This design comes from an exercise in tuning for small area on the open sky130 flow, not from production work. The RTL was checked by simulation tests, not by an equivalence proof against the original design. Power figures rest on the tool's default switching activity, not on a simulated workload.

$ cat flow/design.v
module cpu32_core (
    input  wire        clk,
    input  wire        rst,
    output wire        mem_valid,
    output wire        mem_we,
    output wire [9:0]  mem_addr,
    output wire [31:0] mem_wdata,
    input  wire        mem_ready,
    input  wire [31:0] mem_rdata,
    output wire        io_valid,
    output wire [1:0]  io_op,
    output wire [31:0] io_wdata,
    input  wire        io_ready,
    input  wire [1:0]  io_rkind,
    input  wire [31:0] io_rdata,
    output wire        retire,
    output wire [2:0]  status,
    output wire [31:0] reg_a,
    output wire [31:0] reg_b,
    output wire [31:0] reg_c,
    output wire [31:0] reg_d,
    output wire [31:0] ip,
    output wire [6:0]  stk_size
);
    localparam [2:0] ST_OK       = 3'd0;
    localparam [2:0] ST_HALTED   = 3'd1;
    localparam [2:0] ST_ILL_INSN = 3'd2;
    localparam [2:0] ST_ILL_OPND = 3'd3;
    localparam [2:0] ST_BAD_ADDR = 3'd4;
    localparam [2:0] ST_BAD_STK  = 3'd5;
    localparam [2:0] ST_DIV_ZERO = 3'd6;
    localparam [2:0] ST_IO_ERR   = 3'd7;
    localparam [4:0] OP_NOP = 5'd0,  OP_HALT = 5'd1,  OP_ADD  = 5'd2,  OP_SUB  = 5'd3;
    localparam [4:0] OP_MUL = 5'd4,  OP_DIV  = 5'd5,  OP_INC  = 5'd6,  OP_DEC  = 5'd7;
    localparam [4:0] OP_LOOP = 5'd8, OP_MOVR = 5'd9,  OP_LOAD = 5'd10, OP_STORE = 5'd11;
    localparam [4:0] OP_IN  = 5'd12, OP_GET  = 5'd13, OP_OUT  = 5'd14, OP_PUT  = 5'd15;
    localparam [4:0] OP_SWAP = 5'd16, OP_PUSH = 5'd17, OP_POP = 5'd18;
    localparam [4:0] S_RST   = 5'd0;    
    localparam [4:0] S_FETCH = 5'd1;    
    localparam [4:0] S_OPC   = 5'd2;    
    localparam [4:0] S_RD1   = 5'd3;    
    localparam [4:0] S_OP1   = 5'd4;    
    localparam [4:0] S_RD2   = 5'd5;    
    localparam [4:0] S_OP2   = 5'd6;    
    localparam [4:0] S_EXEC  = 5'd7;    
    localparam [4:0] S_MUL   = 5'd8;    
    localparam [4:0] S_DIVN  = 5'd9;    
    localparam [4:0] S_DIV   = 5'd10;   
    localparam [4:0] S_DIVF  = 5'd11;   
    localparam [4:0] S_SW2   = 5'd12;   
    localparam [4:0] S_SWR   = 5'd13;   
    localparam [4:0] S_FRAME = 5'd14;   
    localparam [4:0] S_MEMRD = 5'd15;   
    localparam [4:0] S_MEMDT = 5'd16;   
    localparam [4:0] S_MEMWR = 5'd17;   
    localparam [4:0] S_IO    = 5'd18;   
    localparam [4:0] S_EOI   = 5'd19;   
    localparam [4:0] S_FIN   = 5'd20;   
    localparam [4:0] S_DONE  = 5'd21;   
    localparam [4:0] S_STOP  = 5'd22;   
    localparam [4:0] S_DIVQ  = 5'd24;   
    localparam [4:0] S_DEC2  = 5'd23;   
    reg [31:0] ra, rb, rc, rd;
    reg [31:0] t;
    reg [9:0]  ipl;
    reg [2:0]  st;
    reg [6:0]  size;
    reg [4:0]  state;
    reg [4:0]  opc;
    reg [1:0]  r1;
    reg [4:0]  cnt;
    reg        flag;          
    assign status   = st;
    assign reg_a    = ra;
    assign reg_b    = rb;
    assign reg_c    = rc;
    assign reg_d    = rd;
    assign ip       = {t[31:10], ipl};
    assign stk_size = size;
    assign retire   = (state == S_DONE);
    wire op_w1 = (opc == OP_NOP) || (opc == OP_HALT);
    wire op_w3 = (opc == OP_MOVR) || (opc == OP_LOAD) || (opc == OP_STORE) || (opc == OP_SWAP);
    wire [1:0] width = op_w1 ? 2'd1 : op_w3 ? 2'd3 : 2'd2;
    wire op_input = (opc == OP_IN) || (opc == OP_GET);
    reg        ren;          
    reg  [1:0] rsel;         
    reg        xs_a, xs_tsh, xs_mem, xs_io;
    reg        yinv, cin;
    reg  [1:0] wdst;         
    reg        we;           
    reg        we_all;       
    reg        t_we;         
    reg        x0_a;         
    reg        x0_t;         
    reg        p_sel_t, p_sel_ip;
    reg  [1:0] q_off;
    reg        q_size, m_cin;
    reg mv, mwe, iov;
    wire [3:0] rhot = {4{ren}} & {rsel == 2'd3, rsel == 2'd2, rsel == 2'd1, rsel == 2'd0};
    wire [31:0] v1 = (ra & {32{rhot[0]}}) | (rb & {32{rhot[1]}}) |
                     (rc & {32{rhot[2]}}) | (rd & {32{rhot[3]}});
    wire v1_hi_zero = (v1[31:8] == 24'd0);
    wire v1_zero    = v1_hi_zero && (v1[7:0] == 8'd0);
    wire xs_io_hi = xs_io && (opc != OP_GET);
    wire [31:0] xin = (ra & {32{xs_a}}) |
                      ({t[30:0], (x0_a & ra[31]) | (x0_t & t[31])} & {32{xs_tsh}}) |
                      (mem_rdata & {32{xs_mem}}) |
                      ({io_rdata[31:8] & {24{xs_io_hi}}, io_rdata[7:0] & {8{xs_io}}});
    wire [31:0] yin = v1 ^ {32{yinv}};
    wire [32:0] sum33 = {xin[31], xin} + {yin[31], yin} + {32'd0, cin};
    wire [31:0] s = sum33[31:0];
    wire [9:0]  p_in = p_sel_ip ? ipl : p_sel_t ? {4'd0, t[5:0]} : 10'd0;
    wire [9:0]  q_in = q_size ? {3'b111, ~size} : {8'd0, q_off};
    wire [10:0] madd = {1'b0, p_in} + {1'b0, q_in} + {10'd0, m_cin};
    assign mem_addr  = madd[9:0];
    assign mem_wdata = v1;
    assign io_wdata  = v1;
    assign io_op     = opc[1:0];
    assign mem_valid = mv;
    assign mem_we    = mwe;
    assign io_valid  = iov;
    wire [4:0] cnt_inc = cnt + 5'd1;
    wire a_bit = ra[~cnt];
    wire opc_ok = (mem_rdata[31:5] == 27'd0) && (mem_rdata[4:0] <= 5'd18);
    wire opnd_ok = (mem_rdata[31:2] == 30'd0);
    wire ip_bad = (t[31:10] != 22'd0) || (ipl[9:6] == 4'hF);
    always @* begin
        ren = 1'b1; rsel = r1;
        xs_a = 1'b0; xs_tsh = 1'b0; xs_mem = 1'b0; xs_io = 1'b0;
        yinv = 1'b0; cin = 1'b0;
        wdst = r1; we = 1'b0; we_all = 1'b0; t_we = 1'b0;
        x0_a = 1'b0; x0_t = 1'b0;
        p_sel_t = 1'b0; p_sel_ip = 1'b1; q_off = 2'd0; q_size = 1'b0; m_cin = 1'b0;
        mv = 1'b0; mwe = 1'b0; iov = 1'b0;
        case (state)
            S_RST: begin
                ren = 1'b0; we_all = 1'b1; t_we = 1'b1;
            end
            S_FETCH: begin
                mv = 1'b1;
            end
            S_RD1: begin
                mv = 1'b1; q_off = 2'd1; rsel = 2'd2;
            end
            S_RD2: begin
                mv = 1'b1; q_off = 2'd2;
            end
            S_OP1: begin
                ren = 1'b0; xs_mem = (opc == OP_LOOP);
                t_we = (opc != OP_LOOP) || flag;
            end
            S_OP2: begin
                case (opc)
                    OP_MOVR: begin
                        ren = 1'b0; xs_mem = 1'b1; we = 1'b1;
                    end
                    OP_SWAP: begin
                        t_we = 1'b1;
                    end
                    default: begin   
                        rsel = 2'd3; xs_mem = 1'b1; t_we = 1'b1;
                    end
                endcase
            end
            S_EXEC: begin
                case (opc)
                    OP_ADD: begin
                        xs_a = 1'b1; wdst = 2'd0; we = 1'b1;
                    end
                    OP_SUB: begin
                        xs_a = 1'b1; yinv = 1'b1; cin = 1'b1; wdst = 2'd0; we = 1'b1;
                    end
                    OP_INC: begin
                        cin = 1'b1; we = 1'b1;
                    end
                    OP_DEC: begin    
                        yinv = 1'b1; cin = 1'b1; we = 1'b1;
                    end
                    default: ;
                endcase
            end
            S_DEC2: begin
                yinv = 1'b1; we = 1'b1;
            end
            S_MUL: begin
                ren = a_bit; xs_tsh = 1'b1; t_we = 1'b1;
                wdst = 2'd0; we = (cnt == 5'd31);
            end
            S_DIVN: begin
                rsel = 2'd0; ren = (r1 != 2'd0);
                yinv = ra[31] && (r1 != 2'd0); cin = ra[31] || (r1 == 2'd0);
                wdst = 2'd0; we = 1'b1;
            end
            S_DIV: begin
                xs_tsh = 1'b1; x0_a = 1'b1;
                yinv = ~t[31] ^ v1[31]; cin = ~t[31] ^ v1[31];
                t_we = 1'b1;
            end
            S_DIVQ: begin
                xs_a = 1'b1; rsel = 2'd0; cin = ~t[31];
                wdst = 2'd0; we = 1'b1;
            end
            S_DIVF: begin
                rsel = 2'd0; yinv = flag; cin = flag;
                wdst = 2'd0; we = 1'b1;
            end
            S_SW2: begin
                rsel = cnt[1:0]; we = 1'b1;
            end
            S_SWR: begin
                ren = 1'b0; xs_tsh = 1'b1; x0_t = 1'b1; t_we = 1'b1;
                we = (cnt == 5'd31);
            end
            S_FRAME: begin
                p_sel_ip = 1'b0; p_sel_t = 1'b1; q_size = 1'b1; m_cin = 1'b1;
            end
            S_MEMRD: begin
                mv = 1'b1;
                p_sel_ip = 1'b0; p_sel_t = (opc == OP_LOAD); q_size = 1'b1; m_cin = 1'b1;
            end
            S_MEMDT: begin
                ren = 1'b0; xs_mem = 1'b1; we = 1'b1;
            end
            S_MEMWR: begin
                mv = 1'b1; mwe = 1'b1;
                p_sel_ip = 1'b0; p_sel_t = (opc == OP_STORE); q_size = 1'b1;
                m_cin = (opc != OP_PUSH);
                ren = (opc != OP_POP);
            end
            S_IO: begin
                iov = 1'b1;
                if (op_input) begin
                    ren = 1'b0;
                    if (io_rkind == 2'd1) begin
                        wdst = 2'd2;
                    end else begin
                        xs_io = 1'b1;
                    end
                    we = io_ready && !((opc == OP_IN) && (io_rkind == 2'd2));
                end
            end
            S_EOI: begin
                ren = 1'b0; yinv = 1'b1; we = 1'b1;
            end
            S_FIN: begin
                ren = 1'b0; q_off = width; t_we = 1'b1;
            end
            default: ;
        endcase
    end
    always @(posedge clk) begin
        if (we_all || (we && wdst == 2'd0)) ra <= s;
        if (we_all || (we && wdst == 2'd1)) rb <= s;
        if (we_all || (we && wdst == 2'd2)) rc <= s;
        if (we_all || (we && wdst == 2'd3)) rd <= s;
        if (t_we) t <= s;
    end
    always @(posedge clk) begin
        if (rst) begin
            state <= S_RST;
        end else begin
            case (state)
                S_RST: begin
                    ipl   <= s[9:0];    
                    size  <= 7'd0;
                    st    <= ST_OK;
                    state <= S_FETCH;
                end
                S_FETCH: begin
                    if (ip_bad) begin
                        st    <= ST_BAD_ADDR;
                        state <= S_DONE;
                    end else if (mem_ready) begin
                        state <= S_OPC;
                    end
                end
                S_OPC: begin
                    opc <= mem_rdata[4:0];
                    if (!opc_ok) begin
                        st    <= ST_ILL_INSN;
                        state <= S_FIN;
                    end else if (mem_rdata[4:0] == OP_NOP) begin
                        state <= S_FIN;
                    end else if (mem_rdata[4:0] == OP_HALT) begin
                        st    <= ST_HALTED;
                        state <= S_FIN;
                    end else begin
                        state <= S_RD1;
                    end
                end
                S_RD1: begin
                    flag <= !v1_zero;
                    if (mem_ready) state <= S_OP1;
                end
                S_RD2: if (mem_ready) state <= S_OP2;
                S_OP1: begin
                    r1 <= mem_rdata[1:0];
                    if (opc == OP_LOOP) begin
                        if (flag) begin
                            ipl   <= s[9:0];
                            state <= S_DONE;
                        end else begin
                            state <= S_FIN;
                        end
                    end else if (!opnd_ok) begin
                        st    <= ST_ILL_OPND;
                        state <= S_FIN;
                    end else begin
                        state <= op_w3 ? S_RD2 : S_EXEC;
                    end
                end
                S_OP2: begin
                    cnt[1:0] <= mem_rdata[1:0];
                    flag     <= sum33[32];
                    case (opc)
                        OP_MOVR: state <= S_FIN;
                        OP_SWAP: begin
                            if (!opnd_ok) begin
                                st    <= ST_ILL_OPND;
                                state <= S_FIN;
                            end else begin
                                state <= S_SW2;
                            end
                        end
                        default: state <= S_FRAME;
                    endcase
                end
                S_EXEC: begin
                    cnt  <= 5'd0;
                    flag <= ra[31] ^ v1[31];
                    case (opc)
                        OP_MUL: state <= S_MUL;
                        OP_DIV: begin
                            if (v1_zero) begin
                                st    <= ST_DIV_ZERO;
                                state <= S_FIN;
                            end else begin
                                state <= S_DIVN;
                            end
                        end
                        OP_IN, OP_GET, OP_OUT: state <= S_IO;
                        OP_PUT: begin
                            if (!v1_hi_zero) begin
                                st    <= ST_ILL_OPND;
                                state <= S_FIN;
                            end else begin
                                state <= S_IO;
                            end
                        end
                        OP_PUSH: begin
                            if (size[6]) begin
                                st    <= ST_BAD_STK;
                                state <= S_FIN;
                            end else begin
                                state <= S_MEMWR;
                            end
                        end
                        OP_POP: begin
                            if (size == 7'd0) begin
                                st    <= ST_BAD_STK;
                                state <= S_FIN;
                            end else begin
                                state <= S_MEMRD;
                            end
                        end
                        OP_DEC:  state <= S_DEC2;
                        default: state <= S_FIN;    
                    endcase
                end
                S_DEC2: state <= S_FIN;
                S_MUL: begin
                    cnt  <= cnt_inc;
                    if (cnt == 5'd31) state <= S_FIN;
                end
                S_DIVN: state <= (r1 == 2'd0) ? S_FIN : S_DIV;
                S_DIV: state <= S_DIVQ;
                S_DIVQ: begin
                    cnt <= cnt_inc;
                    state <= (cnt == 5'd31) ? S_DIVF : S_DIV;
                end
                S_DIVF: state <= S_FIN;
                S_SW2: begin
                    r1    <= cnt[1:0];
                    cnt   <= 5'd0;
                    state <= S_SWR;
                end
                S_SWR: begin
                    cnt <= cnt_inc;
                    if (cnt == 5'd31) state <= S_FIN;
                end
                S_FRAME: begin
                    if (flag || (t[31:6] != 26'd0) || madd[10]) begin
                        st    <= ST_BAD_STK;
                        state <= S_FIN;
                    end else begin
                        state <= (opc == OP_LOAD) ? S_MEMRD : S_MEMWR;
                    end
                end
                S_MEMRD: if (mem_ready) state <= S_MEMDT;
                S_MEMDT: state <= (opc == OP_POP) ? S_MEMWR : S_FIN;
                S_MEMWR: begin
                    if (mem_ready) begin
                        if (opc != OP_STORE) size <= size + {{6{opc[1]}}, 1'b1};
                        state <= S_FIN;
                    end
                end
                S_IO: begin
                    if (io_ready) begin
                        if ((opc == OP_IN) && (io_rkind == 2'd2)) begin
                            st    <= ST_IO_ERR;
                            state <= S_FIN;
                        end else if (op_input && (io_rkind == 2'd1)) begin
                            state <= S_EOI;
                        end else begin
                            state <= S_FIN;
                        end
                    end
                end
                S_EOI: state <= S_FIN;
                S_FIN: begin
                    if (st[2:1] == 2'b00) ipl <= madd[9:0];
                    state <= S_DONE;
                end
                S_DONE: state <= (st == ST_OK) ? S_FETCH : S_STOP;
                default: state <= S_STOP;
            endcase
        end
    end
endmodule
$ cat flow/flow/run.sh
#!/bin/bash
# The standard layout (standard.sh, unchanged synthesis and steps), with
# - the port buffers made of the smallest buffer (buf_1) instead of clkdlybuf4s50_1
# - clock tree synthesis without dummy loads, from clkbuf_8 cells
set -o pipefail
export BUFFER_PORTS_ARGS="-buffer_cell sky130_fd_sc_hd__buf_1"
export CTS_ARGS="-sink_clustering_enable -repair_clock_nets -dont_use_dummy_load -buf_list sky130_fd_sc_hd__clkbuf_8"
bash standard.sh > standard.log 2>&1
$ cat flow/standard.sh
#!/bin/bash
# synth_recipe.tcl (not shown) runs the flow's synth.tcl, then flattens the netlist and writes it again
# the make line also repeats each setting of config.mk as NAME=value (left out here)
make -C /OpenROAD-flow-scripts/flow DESIGN_CONFIG=/design/flow/config.mk WORK_HOME=/design/flow/orfs CLKGATE_MAP_FILE= SYNTH_SCRIPT=/design/flow/synth_recipe.tcl "${@:-finish}"
$ cat flow/config.mk
export PLATFORM = sky130hd
export DESIGN_NAME = cpu32_core
export DESIGN_NICKNAME = cpu32_core
export VERILOG_FILES = /design/flow/design.v
export SDC_FILE = /design/flow/constraint.sdc
export NUM_CORES = 4
export LEC_CHECK = 0
export ABC_AREA = 1
export CAP_MARGIN = 20
export CORE_MARGIN = 2
export CORE_UTILIZATION = 40
export SLEW_MARGIN = 20
$ cat flow/constraint.sdc
create_clock -name core_clock -period 10.0 [get_ports {clk}]
set_input_delay 2.0000 -clock core_clock [delete_from_list [all_inputs] [get_ports {clk}]]
set_output_delay 2.0000 -clock core_clock [all_outputs]
set_load 0.01 [all_outputs]
==> summary.txt <==
-- synthesized netlist by cell type, types with 16 or more instances --
library cell,number,area (um2)
ha_1,43,538
buf_2,16,80.1
nor3_1,31,155
edfxtp_1,193,5800
buf_4,58,435
nand2_1,361,1360
inv_1,168,631
xor2_1,57,499
o2111ai_1,18,158
nand3_1,156,781
nor2_1,133,499
a21oi_1,71,355
o21ai_0,65,325
nand4_1,32,200
-- path summary, 6_finish.rpt --
| path | depth (start not counted) | start | slack [ns] | to |
|---|---|---|---|---|
| min reg2reg | 2 | state[0] | 0.62 | state[0] |
| max reg2reg | 27 | cnt[0] | 2.13 | rd[30] |
| min | 2 | state[0] | 0.62 | state[0] |
| max | 27 | cnt[0] | 2.13 | rd[30] |
-- cell type report --
cell class                 count  area share (%)
multi-input combinational   1114            41.5
tap                          448            3.77
inverter                     186            4.69
sequential                   198            39.6
clock buffer                  17            1.57
timing repair buffer         332            8.84
-- cells by family after synthesis --
kind of cell / count (synthesis)
simple gates: 781
buf+inv: 286
compound gates: 213
flops: 198
xor+xnor: 72
fa+ha+maj: 48
-- metal layers --
| metal | share of wire (%) | up-vias | GRT usage, % |
|---|---|---|---|
| li1 | - | 5890 | - |
| met1 | 41 | 6175 | 37.4 |
| met2 | 48 | 708 | 48.7 |
| met3 | 7.8 | 78 | 5.20 |
| met4 | 2.6 | 2 | 9.13 |
| met5 | 0.025 | - | 0 |
-- registers in the layout, indices dropped and copies added (netlist names), 3 cells and up --
signal and cells:
state 5, t 32, st 3, ipl 10, size 7, ra 32, rb 32, rd 32
opc 5, cnt 5, rc 32
-- where the power goes --
part           internal [mW]  switching [mW]  total [mW]  leakage (nW)
registers               1.83           0.368        2.19          1.92
logic                   1.03            2.84        3.87          4.24
clock network          0.151           0.272       0.423         0.122
total                   3.01            3.48        6.48          6.28
-- tightest hold or removal path, stage by stage, from the launching register on --
cell and delay, ns:
dfxtp_1 0.40, nand2_1 0.10, a21oi_1 0.07
-- metrics by stage --
step / hold slack [ns] / cell area [um2] / worst slack [ns] / utilization, %
2_1_floorplan: 0.552 / 13400 / 4.18 / -
3_3_place_gp: 0.579 / 14600 / 2.47 / 43.9
3_5_place_dp: 0.599 / 14600 / 2.15 / 44.0
4_1_cts: 0.616 / 14900 / 2.14 / 44.7
5_1_grt: 0.641 / 14900 / 1.36 / 44.7
6_report: 0.620 / 14900 / 2.13 / 44.7
==> summary.md <==
| Metric | Value |
|---|---|
| Outcome | no timing/DRC/antenna violations |
| Primary FF master, synth | edfxtp_1 |
| Row cnt | 67 |
| Slew Limit Fails | 0 |
| Post-Layout Cell Count | about 2300 |
| Critical path class | register to register |
| Final hold vios | 0 |
| Buffer and inverter count on the worst path | 3 |
| DPL Wire Length | 40.0 mm |
| Antenna Cells | 0 |
| ANT nets after route | 0 |
| Die span in y | about 190 um |
| YS warnings | 1 |
| Post-Syn Nets | 1716 |
| Netlist cell types | 55 |
| Total negative slack | 0 ns |
| CORE AREA | between 0.03 and 0.04 mm2 |
| Io pins | 320 |
| Pwr dens | 436 mW/mm2 |
| Post-synth EDFFs | 193 |
| Final setup violating endpoints | 0 |
| Routed len/inst | 22.4 um |
| Ys async rst share | 0% |
| Nets | 1967 |
| Data required time of the worst path | slightly above 10 ns |
| Synth Area in Adders | 4.75% |
| Post-CTS Hold Fix Bufs | 0 |
| WL final | 51.5 mm |
| Gate Count Post-Synth | 1598 |
| Worst path top cell family by delay | compound AO/OA/AOI/OAI gates |
| Most frequent cells in the layout | nand2_1, buf_1, edfxtp_1 |
| Slowest-stage cell, CP | edfxtp_1 |
| Leakage Power | 6.28 nW |
| Compound-Gate Fraction of Synth Area | 9.62% |
| Vias in the first global route | 12094 |
| Commonest non-fill, non-tap cell in the layout | nand2_1 |
| H-tree depth | 4 |
| Yosys reg bits | 198 |
| RSZ-0062 raised after global routing | no |
| Largest net degree at the start of global routing | 83 |
| Mapped cell area | 0.0134 mm2 |
| CTS root buffer | clkbuf_8 |
| Least-Margin Pin Slew | 1.01 ns |
| Worst stage delay on the critical path | 0.86 ns |
| Number of antenna violations at the first check in global routing | 1 |
| Min cycle time layout | 7.87 ns |
| Max FO, Critical Path | 32 |
| Router iterations before antenna repair | 6 |
| DR iter-0 viols | 1453 |
| VDD IR max | approximately 0.00032 V |
| Layout cells sized above 1 | under 10% |
| CTS tree | yes |
| Longest Clk Path Bufs | 2 |
| Type of the worst min-delay path | register to register |
| Clock Latency Late Sink | ~0.53 ns |
| Register area | a little under 0.006 mm2 |
| Vias per cell | between 5 and 6 |
| Sequential-to-total area share from yosys stat | 43.9% |
| FILL cells | 3458 |
| Total Power | 6.48 mW |
| Synth Area in Simple Gates | 26.4% |
| Largest family of logic cells by synthesized area | simple AND/OR/NAND/NOR gates |
| Rel. slew slack | between 30% and 40% |
| TritonCTS buffer count | 17 |
| Die Width | 187 um |
| Fmax | 0.127 GHz |
| Die area | roughly 0.035 mm2 |
| Initial core utilization | 40.4% |
| Worst setup SP type | register |
| Final period util | roughly 79% |
| Syn Area/Cell | 8.41 um2 |
| DRC violations left | 0 |
| Mux share of post-synthesis cell area | 0% |
| Worst endpoint data arrival time | ~8 ns |
| Congestion Overflow GR | 0 |
| Max-cap violation count | 0 |
| Gpl congestion | 0.976 |
| First-pass GRT wire length | 75.7 mm |
| Post-Place Cells | 2278 |
| GRT Total Usage | 28.8% |
| Setup bufs post-CTS | 0 |
| Final Skew | 0.0377 ns |
| Number of port buffers | 319 |
| Synth-to-Final Area Change | 10.8% |
| XOR/XNOR Fraction of Synth Area | 4.69% |
| Reg clk slew, reported paths | 0.11 ns |
| # resized after CTS | 0 |
| Num Clock Sinks | 198 |
| CP Capture Type | register |
| Multi-input logic area | a little over 0.006 mm2 |
| Vias | ~13000 |

==> port drivers added, routing unchanged <==
In the flow no input, the clock included, has a driving cell. The finished layout below was timed again as built, in two steps. Step 1: set_driving_cell puts a clkbuf_16 on clk and a buf_2 on each other input, an assumption about the parent block. Step 2 times the ports against the registers' clock, not the clock port: input delays grow and output delays shrink by t, the midpoint of the rising clock arrivals with the driver on. a / b / c = no drivers / after step 1 / after step 2; a / b = the first two.
t, ns: 0.559
setup WS [ns]: 2.135 / 2.135 / 2.135
hold slack, ns: 0.620 / 0.620 / 0.620
worst register clock-pin slew, ns: 0.11 / 0.11
After both steps setup and hold are still met in this run. The setup slack of this run moves by 0.000 ns with the drivers and by 0.000 ns with both steps.
